From an optimization exercise on the open Yosys and OpenROAD flow, aimed at small area; shortcuts taken in it are not production practice. In this exercise RTL edits were held to simulation tests only and were not proved equivalent to the original. Power and IR drop assume default switching activity.

<file path="flow/constraint.sdc">
create_clock -name core_clock -period 10.0 [get_ports {clk}]
set_input_delay 2.0000 -clock core_clock [delete_from_list [all_inputs] [get_ports {clk}]]
set_output_delay 2.0000 -clock core_clock [all_outputs]
set_load 0.01 [all_outputs]
</file>
<file path="flow/run.sh">
#!/bin/bash
# synth_recipe.tcl (not shown) runs the flow's synth.tcl, then flattens the netlist and writes it again
# the make line also repeats each setting of config.mk as NAME=value (left out here)
make -C /OpenROAD-flow-scripts/flow DESIGN_CONFIG=/design/flow/config.mk WORK_HOME=/design/flow/orfs CLKGATE_MAP_FILE= SYNTH_SCRIPT=/design/flow/synth_recipe.tcl finish
</file>
<file path="flow/design.v">
module x10_ctrl (
    input  wire       clk,
    input  wire       load,
    input  wire [2:0] cfg_sel,
    input  wire [2:0] cfg_max,
    input  wire [2:0] cfg_mult,
    input  wire [1:0] cfg_idle,
    input  wire       init_od,
    input  wire       act_valid,
    input  wire [4:0] act_unit,
    input  wire       act_on,
    input  wire       slow_tick,
    output reg        od_valid,
    output reg  [2:0] od_slot,
    output reg  [2:0] mux_slot
);
    localparam IDLE_SCAN = 2'd0;
    localparam IDLE_PRIO = 2'd1;
    localparam [7:0] INACTIVITY_THRESHOLD = 8'd12;
    reg [2:0] max_camera;
    reg [2:0] scan_mult;
    reg [1:0] idle_mode;
    reg [2:0] current_camera;
    reg       scan_active;
    reg [7:0] scan_cycle_counter;
    reg [7:0] inactivity_counter;
    function [2:0] prev_cam(input [2:0] c, input [2:0] m);
        prev_cam = (c <= 3'd1) ? m : c - 3'd1;
    endfunction
    function [2:0] next_cam(input [2:0] c, input [2:0] m);
        next_cam = (c >= m) ? 3'd1 : c + 3'd1;
    endfunction
    wire [7:0] scan_threshold = {5'd0, scan_mult} + 8'd1;
    wire [7:0] scan_cnt_inc  = scan_cycle_counter + 8'd1;
    wire [7:0] inact_cnt_inc = inactivity_counter + 8'd1;
    wire act_row = (act_unit != 5'd0) && (act_unit <= 5'd6) &&
                   !((act_unit <= 5'd4) && (act_unit > {2'b00, max_camera}));
    reg [2:0] nx_cam;
    reg       nx_scan;
    reg [7:0] nx_scan_cnt;
    reg [7:0] nx_inact;
    reg       nx_od;
    task automatic do_select(input [2:0] c);
        begin
            nx_scan = 1'b0;
            if (c != current_camera) begin
                nx_cam = c;
                nx_od  = 1'b1;
            end
        end
    endtask
    task automatic do_enable_scan;
        begin
            if (!scan_active) begin
                nx_scan     = 1'b1;
                nx_scan_cnt = 8'd0;
            end
        end
    endtask
    task automatic do_idle_policy;
        begin
            case (idle_mode)
                IDLE_SCAN: do_enable_scan();
                IDLE_PRIO: do_select(3'd1);
                default:   ;
            endcase
        end
    endtask
    always @(*) begin
        nx_cam      = current_camera;
        nx_scan     = scan_active;
        nx_scan_cnt = scan_cycle_counter;
        nx_inact    = inactivity_counter;
        nx_od       = 1'b0;
        if (act_valid) begin
            if (act_row) begin
                nx_inact = 8'd0;
                case ({act_unit[2:0], act_on})
                    {3'd5, 1'b1}: do_enable_scan();
                    {3'd5, 1'b0}: do_select(3'd0);
                    {3'd6, 1'b1}: do_select(prev_cam(current_camera, max_camera));
                    {3'd6, 1'b0}: do_select(next_cam(current_camera, max_camera));
                    default: begin
                        if (act_on)
                            do_select(act_unit[2:0]);
                        else if (current_camera == act_unit[2:0])
                            do_idle_policy();
                    end
                endcase
            end
        end else if (slow_tick) begin
            if (scan_active) begin
                nx_scan_cnt = scan_cnt_inc;
                if (scan_cnt_inc >= scan_threshold) begin
                    nx_cam      = next_cam(current_camera, max_camera);
                    nx_od       = 1'b1;
                    nx_scan_cnt = 8'd0;
                end
            end else begin
                nx_inact = inact_cnt_inc;
                if (inact_cnt_inc > INACTIVITY_THRESHOLD) begin
                    do_idle_policy();
                    nx_inact = 8'd0;
                end
            end
        end
    end
    always @(posedge clk) begin
        if (load) begin
            max_camera         <= cfg_max;
            scan_mult          <= cfg_mult;
            idle_mode          <= cfg_idle;
            scan_cycle_counter <= 8'd0;
            inactivity_counter <= 8'd0;
            current_camera     <= (cfg_idle == IDLE_PRIO) ? 3'd1 : cfg_sel;
            scan_active        <= (cfg_idle == IDLE_SCAN);
            od_valid           <= 1'b0;
        end else begin
            current_camera     <= nx_cam;
            scan_active        <= nx_scan;
            scan_cycle_counter <= nx_scan_cnt;
            inactivity_counter <= nx_inact;
            od_valid           <= nx_od | init_od;
            if (nx_od | init_od) begin
                od_slot  <= nx_cam;
                mux_slot <= nx_cam;
            end
        end
    end
endmodule
module x10_core (
    input  wire       clk,
    input  wire       rst,             
    input  wire       cfg_variant_b,   
    input  wire [2:0] cfg_sel,         
    input  wire [2:0] cfg_max,         
    input  wire [2:0] cfg_mult,        
    input  wire [3:0] cfg_house,       
    input  wire [1:0] cfg_idle,        
    input  wire       ev_valid,
    input  wire [1:0] ev_kind,         
    input  wire [7:0] ev_data,
    output wire       ev_ready,
    output reg        tx_valid,
    output reg  [7:0] tx_data,
    input  wire       tx_ready,
    output wire       od_valid,
    output wire [2:0] od_slot,
    output wire [2:0] mux_slot,
    output reg        rep_valid,
    output reg  [7:0] rep_byte,
    output reg        want_resync
);
    localparam EV_BYTE   = 2'd0;
    localparam EV_TICK   = 2'd1;
    localparam EV_RESYNC = 2'd2;
    localparam EV_RESUME = 2'd3;
    localparam S_INIT  = 2'd0;    
    localparam S_IDLE  = 2'd1;    
    localparam S_FRAME = 2'd2;    
    localparam S_TX    = 2'd3;    
    localparam A_IDLE    = 2'd0;
    localparam A_COLLECT = 2'd1;
    localparam A_DISCARD = 2'd2;
    localparam [7:0] RECOVERY_WINDOW  = 8'd10;
    localparam [7:0] RESYNC_THRESHOLD = 8'd60;
    localparam [2:0] PRESCALE         = 3'd5;
    localparam [3:0] FUNC_ON_A        = 4'h2;
    localparam [3:0] FUNC_OFF_A       = 4'h3;
    function [3:0] house_a(input [3:0] raw);
        case (raw)
            4'h0: house_a = 4'd12;  
            4'h1: house_a = 4'd4;   
            4'h2: house_a = 4'd2;   
            4'h3: house_a = 4'd10;  
            4'h4: house_a = 4'd14;  
            4'h5: house_a = 4'd6;   
            4'h6: house_a = 4'd0;   
            4'h7: house_a = 4'd8;   
            4'h8: house_a = 4'd13;  
            4'h9: house_a = 4'd5;   
            4'hA: house_a = 4'd3;   
            4'hB: house_a = 4'd11;  
            4'hC: house_a = 4'd15;  
            4'hD: house_a = 4'd7;   
            4'hE: house_a = 4'd1;   
            default: house_a = 4'd9;  
        endcase
    endfunction
    function [4:0] device_a(input [3:0] raw);
        case (raw)
            4'h0: device_a = 5'd13;
            4'h1: device_a = 5'd5;
            4'h2: device_a = 5'd3;
            4'h3: device_a = 5'd11;
            4'h4: device_a = 5'd15;
            4'h5: device_a = 5'd7;
            4'h6: device_a = 5'd1;
            4'h7: device_a = 5'd9;
            4'h8: device_a = 5'd14;
            4'h9: device_a = 5'd6;
            4'hA: device_a = 5'd4;
            4'hB: device_a = 5'd12;
            4'hC: device_a = 5'd16;
            4'hD: device_a = 5'd8;
            4'hE: device_a = 5'd2;
            default: device_a = 5'd10;
        endcase
    endfunction
    function [3:0] house_b(input [3:0] raw);
        case (raw)
            4'h0: house_b = 4'd12;  
            4'h1: house_b = 4'd13;  
            4'h2: house_b = 4'd14;  
            4'h3: house_b = 4'd15;  
            4'h4: house_b = 4'd2;   
            4'h5: house_b = 4'd3;   
            4'h6: house_b = 4'd0;   
            4'h7: house_b = 4'd1;   
            4'h8: house_b = 4'd4;   
            4'h9: house_b = 4'd5;   
            4'hA: house_b = 4'd6;   
            4'hB: house_b = 4'd7;   
            4'hC: house_b = 4'd10;  
            4'hD: house_b = 4'd11;  
            4'hE: house_b = 4'd8;   
            default: house_b = 4'd9;  
        endcase
    endfunction
    function [4:0] unit_b(input [7:0] raw);
        case (raw)
            8'h00: unit_b = {1'b1, 1'b1, 3'd1};
            8'h10: unit_b = {1'b1, 1'b1, 3'd2};
            8'h08: unit_b = {1'b1, 1'b1, 3'd3};
            8'h18: unit_b = {1'b1, 1'b1, 3'd4};
            8'h40: unit_b = {1'b1, 1'b1, 3'd5};
            8'h50: unit_b = {1'b1, 1'b1, 3'd6};
            8'h20: unit_b = {1'b1, 1'b0, 3'd1};
            8'h30: unit_b = {1'b1, 1'b0, 3'd2};
            8'h28: unit_b = {1'b1, 1'b0, 3'd3};
            8'h38: unit_b = {1'b1, 1'b0, 3'd4};
            8'h60: unit_b = {1'b1, 1'b0, 3'd5};
            8'h70: unit_b = {1'b1, 1'b0, 3'd6};
            default: unit_b = 5'd0;
        endcase
    endfunction
    reg       variant_b;
    reg [3:0] house_code;
    reg [1:0] state;
    reg [1:0] a_state;
    reg [3:0] a_len;
    reg [3:0] a_idx;
    reg [7:0] a_discard_rem;
    reg [7:0] a_buf [0:8];
    reg [3:0] f_idx;            
    reg [4:0] last_unit;        
    reg [7:0] resync_counter;
    reg [2:0] b_idx;
    reg [3:0] b_letter;         
    reg [7:0] b_u;
    reg       dup_valid;
    reg [7:0] dup_value;
    reg [2:0] prescale_counter;
    reg [2:0] tx_left;
    assign ev_ready = (state == S_IDLE);
    wire accept = ev_valid && ev_ready;
    reg       act_valid;
    reg [4:0] act_unit;
    reg       act_on;
    reg       slow_tick;
    wire [7:0] pay      = a_buf[f_idx];
    wire [3:0] pay_bit  = f_idx - 4'd1;
    wire       pay_func = a_buf[0][pay_bit[2:0]];
    wire       pay_mine = (house_a(pay[7:4]) == house_code);
    wire [4:0] ub       = unit_b(b_u);
    wire       b_mine   = (b_letter == house_code);
    wire       b_dup    = dup_valid && (dup_value == b_u);
    wire       b_emit   = accept && (ev_kind == EV_BYTE) && variant_b &&
                          (b_idx == 3'd4) && (ev_data == 8'hAD);
    always @(*) begin
        act_valid = 1'b0;
        act_unit  = 5'd0;
        act_on    = 1'b0;
        slow_tick = 1'b0;
        if (state == S_FRAME) begin
            if (pay_mine && pay_func &&
                (pay[3:0] == FUNC_ON_A || pay[3:0] == FUNC_OFF_A)) begin
                act_valid = 1'b1;
                act_unit  = last_unit;
                act_on    = (pay[3:0] == FUNC_ON_A);
            end
        end else if (b_emit) begin
            if (b_mine && !b_dup && ub[4]) begin
                act_valid = 1'b1;
                act_unit  = {2'b00, ub[2:0]};
                act_on    = ub[3];
            end
        end else if (accept && ev_kind == EV_TICK) begin
            slow_tick = variant_b ? (prescale_counter == PRESCALE - 3'd1) : 1'b1;
        end
    end
    wire load_cfg = rst || (accept && ev_kind == EV_RESUME);
    x10_ctrl u_ctrl (
        .clk       (clk),
        .load      (load_cfg),
        .cfg_sel   (cfg_sel),
        .cfg_max   (cfg_max),
        .cfg_mult  (cfg_mult),
        .cfg_idle  (cfg_idle),
        .init_od   (state == S_INIT),
        .act_valid (act_valid),
        .act_unit  (act_unit),
        .act_on    (act_on),
        .slow_tick (slow_tick),
        .od_valid  (od_valid),
        .od_slot   (od_slot),
        .mux_slot  (mux_slot)
    );
    always @(posedge clk) begin
        if (load_cfg) begin
            variant_b        <= cfg_variant_b;
            house_code       <= cfg_house;
            state            <= S_INIT;
            a_state          <= A_IDLE;
            a_len            <= 4'd0;
            a_idx            <= 4'd0;
            a_discard_rem    <= 8'd0;
            f_idx            <= 4'd0;
            last_unit        <= 5'd0;
            resync_counter   <= 8'd0;
            want_resync      <= 1'b0;
            b_idx            <= 3'd0;
            dup_valid        <= 1'b0;
            prescale_counter <= 3'd0;
            tx_valid         <= 1'b0;
            tx_left          <= 3'd0;
            rep_valid        <= 1'b0;
        end else begin
            rep_valid <= 1'b0;
            case (state)
                S_INIT: state <= S_IDLE;
                S_IDLE: if (ev_valid) begin
                    case (ev_kind)
                        EV_BYTE: if (!variant_b) begin
                            case (a_state)
                                A_IDLE: begin
                                    if (ev_data == 8'h5A) begin
                                        tx_valid <= 1'b1;
                                        tx_data  <= 8'hC3;
                                        tx_left  <= 3'd1;
                                        state    <= S_TX;
                                    end else if (ev_data == 8'h00) begin
                                        tx_valid <= 1'b1;
                                        tx_data  <= 8'h00;
                                        tx_left  <= 3'd1;
                                        state    <= S_TX;
                                    end else if (ev_data == 8'hA5) begin
                                        tx_valid <= 1'b1;
                                        tx_data  <= 8'h9B;
                                        tx_left  <= 3'd7;
                                        state    <= S_TX;
                                    end else if (ev_data == 8'h55) begin
                                    end else if (ev_data <= 8'd9) begin
                                        a_len   <= ev_data[3:0];
                                        a_idx   <= 4'd0;
                                        a_state <= A_COLLECT;
                                    end else begin
                                        rep_valid     <= 1'b1;
                                        rep_byte      <= ev_data;
                                        a_discard_rem <= RECOVERY_WINDOW;
                                        a_state       <= (RECOVERY_WINDOW == 8'd0) ? A_IDLE : A_DISCARD;
                                    end
                                end
                                A_COLLECT: begin
                                    a_buf[a_idx] <= ev_data;
                                    a_idx        <= a_idx + 4'd1;
                                    if (a_idx + 4'd1 == a_len) begin
                                        a_state <= A_IDLE;
                                        if (a_len > 4'd1) begin
                                            f_idx <= 4'd1;
                                            state <= S_FRAME;
                                        end
                                    end
                                end
                                default: begin
                                    a_discard_rem <= a_discard_rem - 8'd1;
                                    if (a_discard_rem == 8'd1)
                                        a_state <= A_IDLE;
                                end
                            endcase
                        end else begin
                            case (b_idx)
                                3'd0: b_idx <= (ev_data == 8'hD5) ? 3'd1 : 3'd0;
                                3'd1: b_idx <= (ev_data == 8'hAA) ? 3'd2 : 3'd0;
                                3'd2: begin b_letter <= house_b(ev_data[7:4]); b_idx <= 3'd3; end
                                3'd3: begin b_u <= ev_data; b_idx <= 3'd4; end
                                default: begin
                                    b_idx <= 3'd0;
                                    if (ev_data == 8'hAD && b_mine && !b_dup) begin
                                        dup_valid <= 1'b1;
                                        dup_value <= b_u;
                                    end
                                end
                            endcase
                        end
                        EV_TICK: begin
                            if (variant_b) begin
                                dup_valid <= 1'b0;
                                if (prescale_counter == PRESCALE - 3'd1)
                                    prescale_counter <= 3'd0;
                                else
                                    prescale_counter <= prescale_counter + 3'd1;
                            end else begin
                                if (resync_counter + 8'd1 >= RESYNC_THRESHOLD) begin
                                    want_resync    <= 1'b1;
                                    resync_counter <= 8'd0;
                                end else begin
                                    resync_counter <= resync_counter + 8'd1;
                                end
                            end
                        end
                        EV_RESYNC: begin
                            if (!variant_b && want_resync && a_state == A_IDLE)
                                want_resync <= 1'b0;
                        end
                        default: ;  
                    endcase
                end
                S_FRAME: begin
                    if (pay_mine && !pay_func)
                        last_unit <= device_a(pay[3:0]);
                    if (f_idx + 4'd1 == a_len)
                        state <= S_IDLE;
                    else
                        f_idx <= f_idx + 4'd1;
                end
                S_TX: if (tx_ready) begin
                    tx_data <= 8'h00;
                    tx_left <= tx_left - 3'd1;
                    if (tx_left == 3'd1) begin
                        tx_valid <= 1'b0;
                        state    <= S_IDLE;
                    end
                end
            endcase
        end
    end
endmodule
</file>
<file path="flow/config.mk">
export PLATFORM = sky130hd
export DESIGN_NAME = x10_core
export DESIGN_NICKNAME = x10_core
export VERILOG_FILES = /design/flow/design.v
export SDC_FILE = /design/flow/constraint.sdc
export NUM_CORES = 4
export LEC_CHECK = 0
export CAP_MARGIN = 20
export CORE_MARGIN = 2
export CORE_UTILIZATION = 40
export SLEW_MARGIN = 20
</file>
==> impl_metrics.ini <==
[run_status]
outcome = no timing/DRC/antenna violations

[routing]
drt-initial-drc-count = 552
dr.pass1.iters = 5
wire_per_inst_um = 17.6
vias = 7370
ant_nets = 0
viasPerCell = 5.54
route.detailed.drc = 0
drt-total-wl_um = 23400

[logic_synthesis]
avgSynthCellArea_um2 = 10.6
syn_area_um2 = 10000
ys_types = 79
synth-seq-cells = 194
seq_area_frac_synth = 0.507
postSynthCellCount = 948
synthArstFlopShare = 0
synth_ff_type = edfxtp_1
ys_warn_count = 2
synth_edf_count = 120

[grt]
grt_usage = 0.180
grt_max_degree = 62
gr-total-overflow = 0
grt_pass1_wl_um = 37700
antenna_found_initial = 0
grt_pass1_vias = 7023

[cts]
clock_sinks = 194
worstSkewPairLatency_ns = 0.44
ctsHoldBuffers = 0
cts_tree = done
cts_root_buf = clkbuf_16
cts_buffers = 17
postCtsSetupBuffers = 0
htreeDepth = 4
clockBufferDepth = 2
clkSlewWorstSetupHoldPaths_ns = 0.07
cts.repair.resized = 0

[timing]
max_freq_mhz = 153
setup_viol = 0
tns_ns = 0
fin_ws_ns = 3.46
rsz0062_at_grt = no
slew_violations = 0
min_period_over_period = 0.654
tightest_slew_ns = 1.07
finalHoldViolCount = 0
slew_headroom = 0.283
timing.final.crit_period_ns = 6.54
fin_skew_ns = 0.0136

[critical_path]
crit_arrival_ns = 6.87
crit_type = input pin to flip-flop
required_ns = 10.33
endpoint_kind = flip-flop
critPathLaunchType = input pin
path_max_fanout = 14

[floorplanning]
start_util = 0.410
die_w_um = 162
core_area_um2 = 24500
ios = 57
die_h_um = 162
rows = 57
die_area_um2 = 26400

[power]
p_leak_nw = 4.00
irDropWorstVdd_uv = 87.9
p_per_area_nw_per_um2 = 167

[final_layout]
drive_above_1_share = 0.0794
mostFrequentLayoutCells = edfxtp_1 (120), nor2_1 (105), dfxtp_1 (74)
antennaDiodeCount = 0
final_common_cell = edfxtp_1
num-nets-final = 1068
fin_cells = 1331
syn2layout_area_growth_pct = 14.3

[placed_design]
place_congestion = 0.832
numPortBuffers = 54
dp.cells = 1299
dp_hpwl_um = 16200
dp_slack_ns = 3.03

[hold_path]
hold_class = flip-flop to flip-flop

[job]
max_cap_violations = 0
registers in the layout, summed over array words and instances (netlist names), 5 cells and up, named ones only:
| register | flops |
|---|---|
| dup_value | 8 |
| last_unit | 5 |
| resync_counter | 8 |
| rep_byte | 8 |
| u_ctrl.inactivity_counter | 8 |
| b_u | 8 |
| a_discard_rem | 8 |
| a_buf | 72 |
| u_ctrl.scan_cycle_counter | 8 |
cells in the mapped netlist (8+ instances only):
cell type / count / area, µm²
nand2_1: 68 / 255
nor2_1: 105 / 394
nand2b_1: 11 / 68.8
o21ai_0: 43 / 215
a211oi_1: 12 / 90.1
xnor2_1: 26 / 228
or2_2: 8 / 50.1
edfxtp_1: 120 / 3600
and2_1: 12 / 75.1
ha_1: 44 / 551
clkbuf_1: 22 / 82.6
and3_1: 16 / 100
xor2_1: 19 / 166
inv_1: 43 / 161
nor4_1: 9 / 56.3
mux4_2: 14 / 315
dfxtp_1: 74 / 1480
mux2i_1: 31 / 310
a21oi_1: 54 / 270
nand4_1: 12 / 75.1
nor3_1: 28 / 140
nand3_1: 28 / 140
buf_4: 10 / 75.1
per-stage QoR:
stage / area, µm² / util / total power [W] / hold slack (ns)
final: 11500 / 0.469 / 0.00192 / 0.488
after global routing: 11500 / 0.469 / 0.00199 / 0.495
after CTS: 11500 / 0.469 / 0.00193 / 0.491
after detailed placement: 10900 / 0.444 / 0.00123 / 0.479
after global placement: 10900 / 0.444 / 0.00123 / 0.455
after floorplan: 10000 / - / 0.00113 / 0.436
kinds of logic after synthesis:
family                   share of synthesized area
buffers and inverters                       0.0366
adder cells (fa/ha/maj)                     0.0548
flip-flops                                   0.507
AND/OR/NAND/NOR                              0.172
XOR/XNOR                                    0.0393
AO/OA/AOI/OAI                                0.126
multiplexers                                0.0649
other                                     0.000374
path summary, 6_finish.rpt:
kind	slack, ns	from	depth (start not counted)	to
worst min-delay path	0.49	dup_valid$_SDFFE_PN0P_	2	dup_valid$_SDFFE_PN0P_
worst min register to register	0.49	dup_valid$_SDFFE_PN0P_	2	dup_valid$_SDFFE_PN0P_
worst max-delay path	3.46	ev_data[7]	16	u_ctrl.scan_cycle_counter[2]$_SDFFE_PN0P_
worst max register to register	4.35	flip-flop	20	u_ctrl.scan_cycle_counter[2]$_SDFFE_PN0P_
cell type report:
class	count	area (µm²)
fill	2267	13000
sequential	194	5080
multi-input combinational	674	4600
timing repair buffer	64	616
clock buffer	17	425
tap	324	405
clock inverter	15	179
inverter	43	161
routing by layer:
metal  part of all wire  vias up  routed length, µm  track usage
met4              0.011        0                262       0.0418
met2               0.46      161              10700        0.285
met3              0.043       24               1010       0.0341
li1                   -     3581                  -            -
met1               0.49     3604              11500        0.259
met5                  0        -                  0            0
power breakdown:
part	internal, W	switching, W	total, W	leakage [nW]
Clock	0.000341	0.000358	0.000699	0.286
Combinational	0.000130	0.000181	0.000311	2.03
Sequential	0.000874	0.0000311	0.000905	1.69
worst max-delay path, cell delays in order:
cell,delay [ns]
clkdlybuf4s50_1,0.81
ha_1,0.26
nand3b_1,0.18
or2_2,0.36
nor4b_1,0.53
nand4_1,0.23
and2_1,0.29
inv_1,0.20
ha_1,0.27
a21oi_1,0.12
a31oi_1,0.06
a211oi_1,0.47
a2bb2oi_4,0.29
o221ai_2,0.17
or2_1,0.36
a31o_1,0.25

-- afterwards: timing with drivers on the ports --
The flow's constraints put no driver on any port. The routed layout listed below was extracted and timed again, unchanged, in two steps. Step 1, drivers: a clkbuf_16 drives clk and a buf_2 each remaining input, both assumed. Step 2 adds t to the input delays and takes it off the output delays; t is the mean of the earliest and latest rising clock arrival at the registers after step 1. Input paths then give back, and output paths get back, about the clock's delay inside the block. Slacks: ideal / step 1 / step 2; pairs: ideal / step 1.
shift t [ns]: 0.481
setup slack, ns: 3.463 / 3.482 / 3.000
latest minus earliest clock arrival (ns): 0.015 / 0.015
After both steps setup and hold are still met in this run. For this run, drivers alone change the setup slack by +0.019 ns; drivers and shift together by -0.463 ns.
